This design comes from an exercise in tuning for small area on the open sky130 flow, not from production work.
Only simulation tests tie the RTL to the original design; equivalence was not proved.
Power figures rest on the tool's default switching activity, not on a simulated workload.

==> delta: inputs <==
==> flow/design.v (excerpt) <==
module hub75_direct (
    input  wire        clk,
    input  wire        rst,           
    input  wire        op_valid,
    input  wire [1:0]  op_code,       
    input  wire [69:0] cfg_pos,       
    input  wire [5:0]  cfg_width,     
    input  wire [3:0]  cfg_depth,     
    input  wire [5:0]  cfg_map,       
    input  wire [7:0]  cfg_dwell,     
    input  wire        fault_valid,
    input  wire [3:0]  fault_cause,
    input  wire        fb_bank,       
    input  wire        fb_wbusy,      
    output wire        mem_en,
    output wire [11:0] mem_addr,      
    input  wire [47:0] mem_rdata,     
    output wire [31:0] bus_word,
    output wire [31:0] bus_mask,
    output reg         bus_we,
    output wire [1:0]  run_state,
    output wire        cfg_valid,
    output wire        stop_pending,
    output wire        act_bank,
    output reg  [1:0]  err_class,
    output reg  [3:0]  err_cause,
    output reg  [5:0]  err_a,
    output wire [5:0]  err_b
);
    localparam [1:0] OP_CONFIGURE = 2'd0;
    localparam [1:0] OP_START     = 2'd1;
    localparam [1:0] OP_STOP      = 2'd2;
    localparam [1:0] S_IDLE     = 2'd0;
    localparam [1:0] S_RUNNING  = 2'd1;
    localparam [1:0] S_STOPPING = 2'd2;
    localparam [1:0] S_FAULTED  = 2'd3;
  ...
clock: 8.0 ns
lec_check: 0
cap_margin: 20
core_margin: 2
core_utilization: 30
gpl_timing_driven: 0
place_density: 0.5
setup_slack_margin: 0.4
slew_margin: 20
standard.sh (not shown) runs the stock make flow with config.mk's settings and CLKGATE_MAP_FILE= SYNTH_SCRIPT=/design/flow/synth_recipe.tcl, a recipe that flattens the netlist after the stock synthesis.
==> flow/flow/run.sh <==
#!/bin/bash
# Standard synthesis, then an area-oriented re-mapping of the combinational
# logic only (every register cell and its name is kept; several ABC scripts
# are tried and the smallest result is taken), then the standard layout from
# the re-mapped netlist, with plain buf_1 cells as the port buffers.
set -euo pipefail
WORK=$(pwd)
FLOWDIR=$WORK/flow
RES=$WORK/orfs/results/$FLOW_PLATFORM/hub75_direct/base
LIB=$FLOW_HOME/platforms/sky130hd/lib/sky130_fd_sc_hd__tt_025C_1v80.lib
YOSYS=$(command -v yosys || echo $FLOW_HOME/../tools/install/yosys/bin/yosys)

bash standard.sh synth > $WORK/log_synth.txt 2>&1

cp $RES/1_2_yosys.v $WORK/std_netlist.v
DU=$(sed -n '/^export DONT_USE_CELLS/,/^#/p' $FLOW_HOME/platforms/sky130hd/config.mk \
     | grep -o 'sky130_fd_sc_hd__[a-z0-9_]*' | sed 's/^/-dont_use /' | tr '\n' ' ')
BB=$(tr '\n' ' ' < $FLOWDIR/seq_cells.txt)
for n in 1 2; do
cat > $WORK/resynth$n.ys <<EOT
read_liberty -ignore_miss_func $LIB
blackbox $BB
read_verilog $WORK/std_netlist.v
hierarchy -top $FLOW_TOP
flatten
opt_clean
opt -full
abc -script $FLOWDIR/abc$n.abc -liberty $LIB $DU
opt_clean -purge
hilomap -singleton -hicell sky130_fd_sc_hd__conb_1 HI -locell sky130_fd_sc_hd__conb_1 LO
tee -o $WORK/resynth$n.stat stat -liberty $LIB
write_verilog -noattr -nohex -nodec $WORK/resynth$n.v
EOT
( $YOSYS -l $WORK/log_resynth$n.txt -q $WORK/resynth$n.ys > /dev/null 2>&1 || true ) &
done
wait
best=""; bestA=""
for n in 1 2; do
  a=$(grep -o "Chip area for module.*: [0-9.]*" $WORK/resynth$n.stat 2>/dev/null | awk '{print $NF}' || true)
  echo "script $n area ${a:-failed}" >> $WORK/log_pick.txt
  if [[ -n "$a" && -s $WORK/resynth$n.v ]]; then
    if [[ -z "$bestA" ]] || awk "BEGIN{exit !($a < $bestA)}"; then best=$n; bestA=$a; fi
  fi
done
echo "picked $best ($bestA)" >> $WORK/log_pick.txt
if [[ -n "$best" ]]; then
  cp $WORK/resynth$best.v $RES/1_2_yosys.v
  touch $RES/1_2_yosys.v
fi

bash standard.sh BUFFER_PORTS_ARGS="-buffer_cell sky130_fd_sc_hd__buf_1" \
  CTS_ARGS="-sink_clustering_enable -repair_clock_nets -dont_use_dummy_load" \
  finish > $WORK/log_finish.txt 2>&1
Other scripts of this flow, unchanged in this note and not shown: flow/flow/abc1.abc, flow/flow/abc2.abc, flow/flow/seq_cells.txt
==> inputs of sierra, as changes to delta <==
--- a/flow/flow/run.sh
+++ b/flow/flow/run.sh
@@ -51,3 +51,3 @@
 bash standard.sh BUFFER_PORTS_ARGS="-buffer_cell sky130_fd_sc_hd__buf_1" \
-  CTS_ARGS="-sink_clustering_enable -repair_clock_nets -dont_use_dummy_load" \
+  CTS_ARGS="-sink_clustering_enable -repair_clock_nets -dont_use_dummy_load -buf_list {sky130_fd_sc_hd__clkbuf_8 sky130_fd_sc_hd__clkbuf_16}" \
   finish > $WORK/log_finish.txt 2>&1
--- a/flow/config.mk
+++ b/flow/config.mk
@@ -7,3 +7,3 @@
 export LEC_CHECK = 0
-export CAP_MARGIN = 20
+export CAP_MARGIN = 15
 export CORE_MARGIN = 2
@@ -13,2 +13,2 @@
 export SETUP_SLACK_MARGIN = 0.4
-export SLEW_MARGIN = 20
+export SLEW_MARGIN = 15
==> notes <==
- delta went through all stages and came out clean. sierra finished clean.
- Synthesized area is the same in sierra and delta.
- Against sierra, the sequential share of layout area of delta is lower by 0.084 points.
- Clock power is about the same in delta and sierra.
- In sierra the register-to-register slack is lower than in delta, by 0.20 ns.
- Sequential cell count is the same in sierra and delta.
- In combinational power, delta and sierra hardly differ.

==> separate check: timing with driven ports <==
The flow's constraints put no driver on any port. The routed layouts listed below were extracted and timed again, unchanged, in two steps. Step 1: set_driving_cell puts a clkbuf_16 on clk and a buf_2 on each other input, an assumption about the parent block. Step 2 also shifts input and output timing later by t, the mid clock arrival at the registers, as if the neighbouring blocks saw the same clock. Slacks: no drivers / after step 1 / after step 2; pairs: no drivers / after step 1.
run | t, ns | setup WS [ns] | worst setup path at the end | worst data-port slew with drivers (ns)
delta | 0.536 | 0.663 / 0.683 / 0.147 | input to register | 0.13
sierra | 0.530 | 0.367 / 0.396 / -0.133 | input to register | 0.13
Met with ideal ports but missed after step 2: setup timing in sierra. The setup slack of delta, which loses most, moves by +0.020 ns with the drivers and by -0.516 ns with both steps.
